Context: an optimization exercise on an open-source flow, tuned for small area. The choices shown serve that exercise and are no tape-out recipe. In this exercise RTL edits were held to simulation tests only and were not proved equivalent to the original. No activity file was given, so power comes from the tool's default toggle rates.

--- design/flow/config.mk ---
export PLATFORM = sky130hd
export DESIGN_NAME = hub75_engine
export DESIGN_NICKNAME = hub75_engine
export VERILOG_FILES = /design/flow/design.v
export SDC_FILE = /design/flow/constraint.sdc
export NUM_CORES = 4
export LEC_CHECK = 0
export CAP_MARGIN = 20
export CORE_MARGIN = 2
export CORE_UTILIZATION = 40
export SLEW_MARGIN = 20
--- design/flow/constraint.sdc ---
create_clock -name core_clock -period 18.0 [get_ports {clk}]
set_input_delay 3.6000 -clock core_clock [delete_from_list [all_inputs] [get_ports {clk}]]
set_output_delay 3.6000 -clock core_clock [all_outputs]
set_load 0.01 [all_outputs]
--- design/flow/design.v ---
module hub75_engine #(
    parameter [31:0] FLICKER_BUDGET_TICKS = 32'd500000
) (
    input  wire        clk,
    input  wire        rst,           
    input  wire        cmd_valid,
    output wire        cmd_ready,
    input  wire [63:0] cmd_data,
    output reg         rsp_valid,
    output wire [63:0] rsp_data,
    input  wire        timeout,
    output wire        mem_rd_en,
    output wire        mem_rd_buf,
    output wire [24:0] mem_rd_addr,
    input  wire [5:0]  mem_rd_data,
    output reg  [5:0]  hub_data,
    output reg         hub_clk,
    output reg         hub_lat,
    output wire        hub_oe_n,
    output reg  [4:0]  hub_addr,
    output wire        irq_fault
);
    function integer bits_for(input [31:0] v);
        integer k;
        begin
            bits_for = 1;
            for (k = 1; k < 32; k = k + 1)
                if (v >= (32'd1 << k)) bits_for = k + 1;
        end
    endfunction
    localparam integer TW = bits_for(FLICKER_BUDGET_TICKS);
    localparam [1:0] ST_UNINIT  = 2'd0,
                     ST_READY   = 2'd1,
                     ST_RUNNING = 2'd2,
                     ST_STOPPED = 2'd3;
    localparam [2:0] S_OFF   = 3'd0,
                     S_FETCH = 3'd1,
                     S_SH0   = 3'd2,
                     S_LATCH = 3'd3,
                     S_HOLD  = 3'd4,
                     S_DONE  = 3'd5,
                     S_SH1   = 3'd6,
                     S_SH2   = 3'd7;
    localparam [7:0] OP_WRCFG  = 8'h01,
                     OP_RDREG  = 8'h02,
                     OP_INIT   = 8'h03,
                     OP_COMMIT = 8'h12,
                     OP_START  = 8'h20,
                     OP_STOP   = 8'h21;
    reg  [1:0]  st;
    reg         active;
    reg         pending;
    reg         stop_req;
    reg         retry_used;
    reg         fault;
    reg  [2:0]  sq;
    reg  [8:0]  cur;
    reg  [4:0]  n_row;
    reg  [3:0]  n_plane;
    reg  [24:0] addr;
    reg  [TW-1:0] cnt;
    reg  [31:0] cfg [0:6];
    reg  [6:0]  cfg_v;
    reg         act_v;
    reg  [5:0]  a_hrows;          
    reg  [15:0] a_cols;
    reg  [4:0]  a_depth;
    reg  [15:0] a_gam [0:2];
    reg  [TW-1:0] a_tick;
    reg  [31:0] fcnt;             
    reg         fc_inc;           
    reg  [11:0] finfo;            
    reg  [2:0]  r_stat;
    reg  [10:0] r_lo;
    reg  [2:0]  r_hi;
    reg  [1:0]  r_grp;            
    reg  [2:0]  r_idx;
    wire [2:0] ph = (sq == S_SH1 || sq == S_SH2) ? 3'd2 : sq;
    wire running  = (st == ST_RUNNING);
    wire        cmd_fire = cmd_valid & cmd_ready;
    wire [7:0]  op  = cmd_data[63:56];
    wire [7:0]  idx = cmd_data[55:48];
    wire        z55 = (cmd_data[55:0] == 56'd0);
    wire idx_cfg = (idx[7:3] == 5'd0) && (idx[2:0] != 3'd7);
    wire idx_act = (idx[7:3] == 5'd3) && (idx[2:0] != 3'd7);
    wire idx_sts = (idx[7:3] == 5'd2) && (idx[2:0] <= 3'd4);
    wire is_wrcfg  = (op == OP_WRCFG)  && (cmd_data[47:32] == 16'd0) && idx_cfg;
    wire is_rdreg  = (op == OP_RDREG)  && (cmd_data[47:0] == 48'd0) && (idx_cfg | idx_act | idx_sts);
    wire is_init   = (op == OP_INIT)   && z55;
    wire is_commit = (op == OP_COMMIT) && z55;
    wire is_start  = (op == OP_START)  && z55;
    wire is_stop   = (op == OP_STOP)   && z55;
    wire legal     = is_wrcfg | is_rdreg | is_init | is_commit | is_start | is_stop;
    wire state_ok = ((is_wrcfg | is_init) & ~running) |
                    is_rdreg |
                    (is_commit & (st != ST_UNINIT)) |
                    (is_start & ((st == ST_READY) | (st == ST_STOPPED))) |
                    (is_stop & running);
    wire [31:0] c_rows  = cfg[0];
    wire [31:0] c_cols  = cfg[1];
    wire [31:0] c_depth = cfg[2];
    wire [31:0] c_tick  = cfg[6];
    wire ok1 = cfg_v[0] && (c_rows[31:7] == 25'd0) && !c_rows[0] &&
               (c_rows[6:1] != 6'd0) && (!c_rows[6] || c_rows[5:1] == 5'd0);
    wire ok2 = cfg_v[1] && (c_cols[31:16] == 16'd0) && (c_cols[15:0] != 16'd0);
    wire ok3 = cfg_v[2] && (c_depth[31:5] == 27'd0) && (c_depth[4:0] != 5'd0) &&
               (!c_depth[4] || c_depth[3:0] == 4'd0);
    wire ok4 = cfg_v[3] && (cfg[3][31:16] == 16'd0) && (cfg[3][15:0] != 16'd0) &&
               cfg_v[4] && (cfg[4][31:16] == 16'd0) && (cfg[4][15:0] != 16'd0) &&
               cfg_v[5] && (cfg[5][31:16] == 16'd0) && (cfg[5][15:0] != 16'd0);
    wire ok5 = cfg_v[6] && (c_tick != 32'd0);
    function [TW-1:0] budget_lim(input [4:0] n);
        reg [63:0] q;
        begin
            q = {32'd0, FLICKER_BUDGET_TICKS} / ((64'd1 << n) - 64'd1);
            budget_lim = q[TW-1:0];
        end
    endfunction
    reg [TW-1:0] lim;
    always @(*) begin
        case (c_depth[4:0])
            5'd1:  lim = budget_lim(5'd1);
            5'd2:  lim = budget_lim(5'd2);
            5'd3:  lim = budget_lim(5'd3);
            5'd4:  lim = budget_lim(5'd4);
            5'd5:  lim = budget_lim(5'd5);
            5'd6:  lim = budget_lim(5'd6);
            5'd7:  lim = budget_lim(5'd7);
            5'd8:  lim = budget_lim(5'd8);
            5'd9:  lim = budget_lim(5'd9);
            5'd10: lim = budget_lim(5'd10);
            5'd11: lim = budget_lim(5'd11);
            5'd12: lim = budget_lim(5'd12);
            5'd13: lim = budget_lim(5'd13);
            5'd14: lim = budget_lim(5'd14);
            5'd15: lim = budget_lim(5'd15);
            default: lim = budget_lim(5'd16);
        endcase
    end
    wire [TW+5:0] c_load = c_rows[6:1] * c_tick[TW-1:0];
    wire ok6 = (c_tick[31:TW] == 0) && (c_load <= {6'd0, lim});
    wire [2:0] init_err = !ok1 ? 3'd1 : !ok2 ? 3'd2 : !ok3 ? 3'd3 :
                          !ok4 ? 3'd4 : !ok5 ? 3'd5 : !ok6 ? 3'd6 : 3'd0;
    wire acc       = cmd_fire & legal & state_ok;
    wire do_wrcfg  = acc & is_wrcfg;
    wire do_init   = acc & is_init & (init_err == 3'd0);
    wire do_commit = acc & is_commit;
    wire do_start  = acc & is_start;
    wire do_stop   = acc & is_stop;
    assign cmd_ready = ~rst & ~rsp_valid & ~stop_req;
    assign irq_fault = fault;
    wire stop_req_m = stop_req | do_stop;
    wire pending_m  = pending | do_commit;
    wire in_flight  = (sq != S_OFF) && (sq != S_FETCH);
    wire tmo        = timeout & running & in_flight;
    wire adopt      = (sq == S_FETCH) & ~stop_req_m & (cur == 9'd0) & pending_m;
    wire cnt_last   = (cnt == {{(TW-1){1'b0}}, 1'b1});
    wire last_row   = (n_row == a_hrows - 6'd1);
    wire last_plane = ({1'b0, n_plane} == a_depth - 5'd1);
    wire fetch_stop = (sq == S_FETCH) & stop_req_m;
    wire esc        = tmo & retry_used;
    wire [TW-1:0] hold_len = a_tick << n_plane;
    assign mem_rd_en   = (sq == S_SH0);
    assign mem_rd_buf  = active;
    assign mem_rd_addr = addr;
    assign hub_oe_n    = ~(((sq == S_HOLD) & ~hub_lat) | (sq == S_DONE));
    integer i;
    always @(posedge clk) begin
        for (i = 0; i < 7; i = i + 1)
            if (do_wrcfg && idx[2:0] == i)
                cfg[i] <= cmd_data[31:0];
        if (do_init) begin
            a_hrows  <= cfg[0][6:1];
            a_cols   <= cfg[1][15:0];
            a_depth  <= cfg[2][4:0];
            a_gam[0] <= cfg[3][15:0];
            a_gam[1] <= cfg[4][15:0];
            a_gam[2] <= cfg[5][15:0];
            a_tick   <= cfg[6][TW-1:0];
        end
    end
    always @(posedge clk) begin
        if (rst) begin
            cfg_v <= 7'd0;
            act_v <= 1'b0;
        end else begin
            for (i = 0; i < 7; i = i + 1)
                if (do_wrcfg && idx[2:0] == i)
                    cfg_v[i] <= 1'b1;
            if (do_init)
                act_v <= 1'b1;
        end
    end
    always @(posedge clk) begin
        if (rst || do_init) begin
            fcnt   <= 32'd0;
            fc_inc <= 1'b0;
        end else begin
            if (fc_inc && fcnt != 32'hFFFFFFFF)
                fcnt <= fcnt + 32'd1;
            fc_inc <= tmo;
        end
    end
    always @(posedge clk) begin
        r_stat <= 3'd0;
        r_lo   <= 11'd0;
        r_hi   <= 3'd0;
        r_grp  <= 2'd0;
        r_idx  <= idx[2:0];
        if (!legal) begin
            r_stat <= 3'd5;
        end else if (!state_ok) begin
            r_stat <= 3'd4;
            r_lo   <= {9'd0, st};
        end else if (is_rdreg) begin
            if (idx_cfg)
                r_grp <= cfg_v[idx[2:0]] ? 2'd1 : 2'd0;
            else if (idx_act)
                r_grp <= act_v ? 2'd2 : 2'd0;
            else case (idx[2:0])
                3'd0: r_lo <= {ph, 2'b00, fault, retry_used, active, pending, st};
                3'd2: r_grp <= 2'd3;
                3'd3: begin r_lo <= {2'd0, finfo[8:0]}; r_hi <= finfo[11:9]; end
                3'd4: r_lo <= {2'd0, cur};
                default: ;
            endcase
        end else if (is_init && init_err != 3'd0) begin
            r_stat <= 3'd1;
            r_lo   <= {8'd0, init_err};
        end
        if ((esc && stop_req_m) || fetch_stop) begin
            r_stat <= esc ? 3'd3 : 3'd0;
            r_lo   <= 11'd0;
            r_hi   <= 3'd0;
            r_grp  <= 2'd0;
        end
    end
    reg [31:0] rd_static;
    always @(*) begin
        case (r_grp)
            2'd1: rd_static = cfg[r_idx];
            2'd2: case (r_idx)
                      3'd0: rd_static = {25'd0, a_hrows, 1'b0};
                      3'd1: rd_static = {16'd0, a_cols};
                      3'd2: rd_static = {27'd0, a_depth};
                      3'd3: rd_static = {16'd0, a_gam[0]};
                      3'd4: rd_static = {16'd0, a_gam[1]};
                      3'd5: rd_static = {16'd0, a_gam[2]};
                      default: rd_static = {{(32-TW){1'b0}}, a_tick};
                  endcase
            2'd3: rd_static = fcnt;
            default: rd_static = 32'd0;
        endcase
    end
    assign rsp_data = {5'd0, r_stat, 24'd0,
                       rd_static | {13'd0, r_hi, 5'd0, r_lo}};
    always @(posedge clk) begin
        if (rst) begin
            st          <= ST_UNINIT;
            active      <= 1'b0;
            pending     <= 1'b0;
            stop_req    <= 1'b0;
            retry_used  <= 1'b0;
            fault       <= 1'b0;
            cur         <= 9'd0;
            sq          <= S_OFF;
            finfo       <= 12'd0;
            n_row       <= 5'd0;
            n_plane     <= 4'd0;
            rsp_valid   <= 1'b0;
            hub_data    <= 6'd0;
            hub_clk     <= 1'b0;
            hub_lat     <= 1'b0;
            hub_addr    <= 5'd0;
        end else begin
            rsp_valid <= cmd_fire & ~do_stop;
            if (do_init) begin
                active      <= 1'b0;
                pending     <= 1'b0;
                cur         <= 9'd0;
                stop_req    <= 1'b0;
                retry_used  <= 1'b0;
                fault       <= 1'b0;
                finfo       <= 12'd0;
                st          <= ST_READY;
            end
            if (do_commit)
                pending <= 1'b1;
            if (do_start) begin
                fault      <= 1'b0;
                retry_used <= 1'b0;
                cur        <= 9'd0;
                n_row      <= 5'd0;
                n_plane    <= 4'd0;
                addr       <= 25'd0;
                st         <= ST_RUNNING;
                sq         <= S_FETCH;
            end
            if (do_stop)
                stop_req <= 1'b1;
            if (tmo) begin
                finfo    <= {ph, cur};
                hub_data <= 6'd0;
                hub_clk  <= 1'b0;
                hub_lat  <= 1'b0;
                if (!retry_used) begin
                    retry_used <= 1'b1;
                    cur        <= 9'd0;
                    n_row      <= 5'd0;
                    n_plane    <= 4'd0;
                    addr       <= 25'd0;
                    sq         <= S_FETCH;
                end else begin
                    fault <= 1'b1;
                    st    <= ST_STOPPED;
                    sq    <= S_OFF;
                    if (stop_req_m) begin
                        stop_req  <= 1'b0;
                        rsp_valid <= 1'b1;
                    end
                end
            end else begin
                case (sq)
                    S_FETCH: begin
                        if (stop_req_m) begin
                            stop_req  <= 1'b0;
                            st        <= ST_STOPPED;
                            sq        <= S_OFF;
                            rsp_valid <= 1'b1;
                        end else begin
                            if (adopt) begin
                                active  <= ~active;
                                pending <= 1'b0;
                            end
                            cnt <= a_cols;
                            sq  <= S_SH0;
                        end
                    end
                    S_SH0: begin
                        hub_clk <= 1'b0;
                        sq      <= S_SH1;
                    end
                    S_SH1: begin
                        hub_data <= mem_rd_data;
                        sq       <= S_SH2;
                    end
                    S_SH2: begin
                        hub_clk <= 1'b1;
                        addr    <= addr + 25'd1;
                        cnt     <= cnt - 1'b1;
                        sq      <= cnt_last ? S_LATCH : S_SH0;
                    end
                    S_LATCH: begin
                        hub_data <= 6'd0;
                        hub_clk  <= 1'b0;
                        hub_addr <= n_row;
                        hub_lat  <= 1'b1;
                        cnt      <= hold_len;
                        sq       <= S_HOLD;
                    end
                    S_HOLD: begin
                        hub_lat <= 1'b0;
                        cnt     <= cnt - 1'b1;
                        if (cnt_last)
                            sq <= S_DONE;
                    end
                    S_DONE: begin
                        if (last_row && last_plane) begin
                            cur        <= 9'd0;
                            retry_used <= 1'b0;
                            n_row      <= 5'd0;
                            n_plane    <= 4'd0;
                            addr       <= 25'd0;
                        end else begin
                            cur <= cur + 9'd1;
                            if (last_plane) begin
                                n_plane <= 4'd0;
                                n_row   <= n_row + 5'd1;
                            end else begin
                                n_plane <= n_plane + 4'd1;
                            end
                        end
                        sq <= S_FETCH;
                    end
                    default: ;
                endcase
            end
            if (do_init)
                sq <= S_OFF;
        end
    end
endmodule
--- design/flow/run.sh ---
#!/bin/bash
# synth_recipe.tcl (not shown) runs the flow's synth.tcl, then flattens the netlist and writes it again
# the make line also repeats each setting of config.mk as NAME=value (left out here)
make -C /OpenROAD-flow-scripts/flow DESIGN_CONFIG=/design/flow/config.mk WORK_HOME=/design/flow/orfs CLKGATE_MAP_FILE= SYNTH_SCRIPT=/design/flow/synth_recipe.tcl finish
==> flow_summary.yaml <==
pwr:
  powerDensity_mw_per_mm2: 77.0
  ir_worst_vdd_v: 0.0000828
  p_leak_nw: 11.1
logic_synthesis:
  syn_area_mm2: 0.0277
  synth_cells: 2708
  ys.flop_type: "edfxtp_1"
  synth_warnings: 3
  synth-seq-cells: 497
  synth_edf_count: 362
  synth_seq_area_share_pct: 49.0
  avgSynthCellArea_um2: 10.2
  ys_async_sr_fraction_pct: 0
  synthDistinctLibCells: 90
floorplanning:
  dieWidth_um: 267
  start_util_pct: 40.4
  design.die.area_mm2: 0.0714
  core_area_mm2: 0.0686
  io_pins: 182
  die_h_um: 267
  fp-row-count: 96
placement:
  place_inst: 3690
  hpwlAfterDp_um: 70100
  gp_congestion: 0.916
  placed_area_mm2: 0.0301
  portBuffers: 152
cts:
  clock_latency_ns: 0.61
  clockBufferDepth: 3
  numCtsBuffers: 53
  cts_setup_buffers: 0
  htreeDepth: 2
  path_clk_slew_ns: 0.06
  cts_resized: 0
  tritoncts: "done"
  cts_hold_buf: 0
  ctsRootBufferMaster: "clkbuf_16"
  clock-sinks: 497
worst_setup_path:
  cp_max_fo: 26
  slowest_delay_ns: 0.61
  required_ns: 14.40
  startpoint_type: "input port"
  cpMostUsedCell: "clkdlybuf4s50_1"
  crit_chain: "clkdlybuf4s50_1, buf_4, nor3_1, clkdlybuf4s50_1"
  critPathSlowestCell: "clkdlybuf4s50_1"
  critPathKind: "input port to primary output"
  endpoint_kind: "primary output"
  arrival_ns: 5.23
layout:
  finish.instance_area_mm2: 0.0318
  areaGrowthSynthToFinish_pct: 14.8
  fin_nets: 3024
  fin_cells: 3790
  num-fill-cells: 6423
  drive_above_1_share_pct: 6.62
min_path:
  hold_path_class: "flop to flop"
timing:
  hold_ws_ns: 0.468
  tns_ns: 0
  worstMarginPinSlew_ns: 1.20
  period_minus_slack_ns: 8.83
  slew-limit-headroom_pct: 19.1
  setup_viol: 0
  rsz0062_at_grt: "no"
  skew_ns: 0.0268
  min_period_over_period_pct: 49.0
  fmax_ghz: 0.113
  drv_slew: 0
  hold_viol: 0
drt:
  vias_per_cell: 6.01
  drc: 0
  drt_first_iter_violations: 3079
  ant_nets: 0
  finalWirelength_um: 95000
  num_vias: 22800
  dr.pass1.iters: 5
  wl_per_cell_um: 25.1
run:
  drv_cap: 0
run_status:
  status: "complete, no violations"
global_route:
  grt_pass1_wl_um: 141000
  grt_pass1_vias: 21700
  grt_start_max_net_pins: 76
  grt_usage_pct: 26.3
  overflow: 0
  antenna_found_initial: 3
-- synth_stat cells (all sizes together) (13+ instances only) --
master | count | area, um^2
nand3 | 61 | 305
xor2 | 45 | 394
buf | 44 | 309
nor2 | 234 | 878
fa | 69 | 1380
o21ai | 192 | 961
a21oi | 158 | 791
and2 | 104 | 651
a32o | 14 | 140
mux2i | 58 | 581
nor2b | 28 | 175
a221oi | 26 | 228
a211oi | 18 | 140
a22oi | 21 | 158
nor3 | 70 | 365
a31oi | 20 | 125
ha | 67 | 838
or3 | 19 | 119
dfxtp | 135 | 2700
a22o | 17 | 149
nand2 | 232 | 871
mux2 | 30 | 338
nor4 | 74 | 490
clkbuf | 128 | 480
inv | 116 | 435
edfxtp | 362 | 10900
and3 | 21 | 131
nand4 | 48 | 300
xnor2 | 38 | 333
o22ai | 31 | 194
a31o | 13 | 114
o21a | 14 | 105
nand2b | 38 | 238
-- layer usage --
| layer | part of all wire (%) | global-route usage (%) | up-vias |
|---|---|---|---|
| li1 | - | - | 10100 |
| met1 | 41 | 36.7 | 11200 |
| met2 | 46 | 41.2 | 1200 |
| met3 | 9.5 | 4.56 | 193 |
| met4 | 3.5 | 9.10 | 2 |
| met5 | 0.016 | 0 | - |
-- worst max-delay path: cells and delay by family --
family | cells | cell delay [ns]
buf+inv | 3 | 1.27
simple gates | 1 | 0.35
-- metrics by stage --
step	worst slack (ns)	util [%]	power [mW]
6_report	9.17	46.4	2.45
5_1_grt	9.07	46.3	2.51
3_3_place_gp	8.79	43.8	1.38
3_5_place_dp	8.69	43.8	1.38
4_1_cts	9.18	46.3	2.45
2_1_floorplan	9.84	-	1.32
-- state kept, by name, summed over array words and instances, names as in the netlist, 6 cells and up, named ones only --
name      count
a_tick       19
r_lo         11
a_cols       16
a_hrows       6
cfg_v         7
addr         25
a_gam        48
cur           9
finfo        12
cfg         224
hub_data      6
fcnt         32
cnt          19
-- cells in the final DEF, fill, tap and decap left out, types with 38 or more instances in the layout --
master,count
nor2_1,230
ha_1,67
mux2i_1,58
nand3_1,61
clkdlybuf4s50_1,152
edfxtp_1,362
nor4_1,71
o21ai_0,152
buf_4,43
a21oi_1,157
o21ai_1,40
nand2_1,232
fa_1,69
xnor2_1,38
clkbuf_16,53
inv_1,112
nand2b_1,38
and2_1,102
dfxtp_1,132
nor3_1,67
xor2_1,45
nand4_1,48
-- power by group --
part	internal, mW	switching, mW	total, mW
registers	1.23	0.00772	1.23
clock network	0.619	0.468	1.09
logic	0.0467	0.0792	0.126
total	1.89	0.555	2.45
-- final cells by class --
type / count / area [um^2] / share of cell area, %
inverter: 117 / 439 / 1.38
sequential: 497 / 13600 / 42.7
multi-input combinational: 1950 / 13000 / 41.0
clock inverter: 32 / 292 / 0.917
antenna: 3 / 7.51 / 0.0236
tap: 931 / 1160 / 3.66
clock buffer: 65 / 1420 / 4.47
timing repair buffer: 195 / 1840 / 5.80
-- worst paths after layout --
| path | cells past startpoint | start | slack, ns | end |
|---|---|---|---|---|
| worst max-delay path | 4 | rst | 9.17 | cmd_ready |
| worst min-delay path | 2 | hub_addr[4] | 0.47 | hub_addr[4] |
| worst max register to register | 22 | cfg[0][6] | 9.95 | a_tick[2] |
| worst min register to register | 2 | hub_addr[4] | 0.47 | hub_addr[4] |
-- cells by family after synthesis --
| kind of cell | Yosys count | synth area share (%) |
|---|---|---|
| compound gates | 627 | 14.4 |
| buf+inv | 289 | 4.44 |
| fa+ha+maj | 137 | 8.05 |
| xor+xnor | 83 | 2.62 |
| simple gates | 983 | 17.9 |
| flops | 497 | 49.0 |
| mux | 91 | 3.56 |
| other cells | 1 | 0.0135 |

## static timing again, ports no longer ideal
No port has a modelled driver above. Below, the same layout with a new extraction and two added sets of constraints. Step 1: set_driving_cell puts a clkbuf_16 on clk and a buf_2 on each other input, an assumption about the parent block. Step 2 adds t to the input delays and takes it off the output delays; t is the mean of the earliest and latest rising clock arrival at the registers after step 1. Input paths then give back, and output paths get back, about the clock's delay inside the block. Three values: ideal ports, drivers, drivers and shift; two values: the first two.
t (ns): 0.669
setup slack, ns: 9.173 / 9.151 / 8.885
hold slack, ns: 0.468 / 0.468 / 0.468
After both steps setup and hold are still met in this run. For this run, drivers alone change the setup slack by -0.022 ns; drivers and shift together by -0.288 ns.
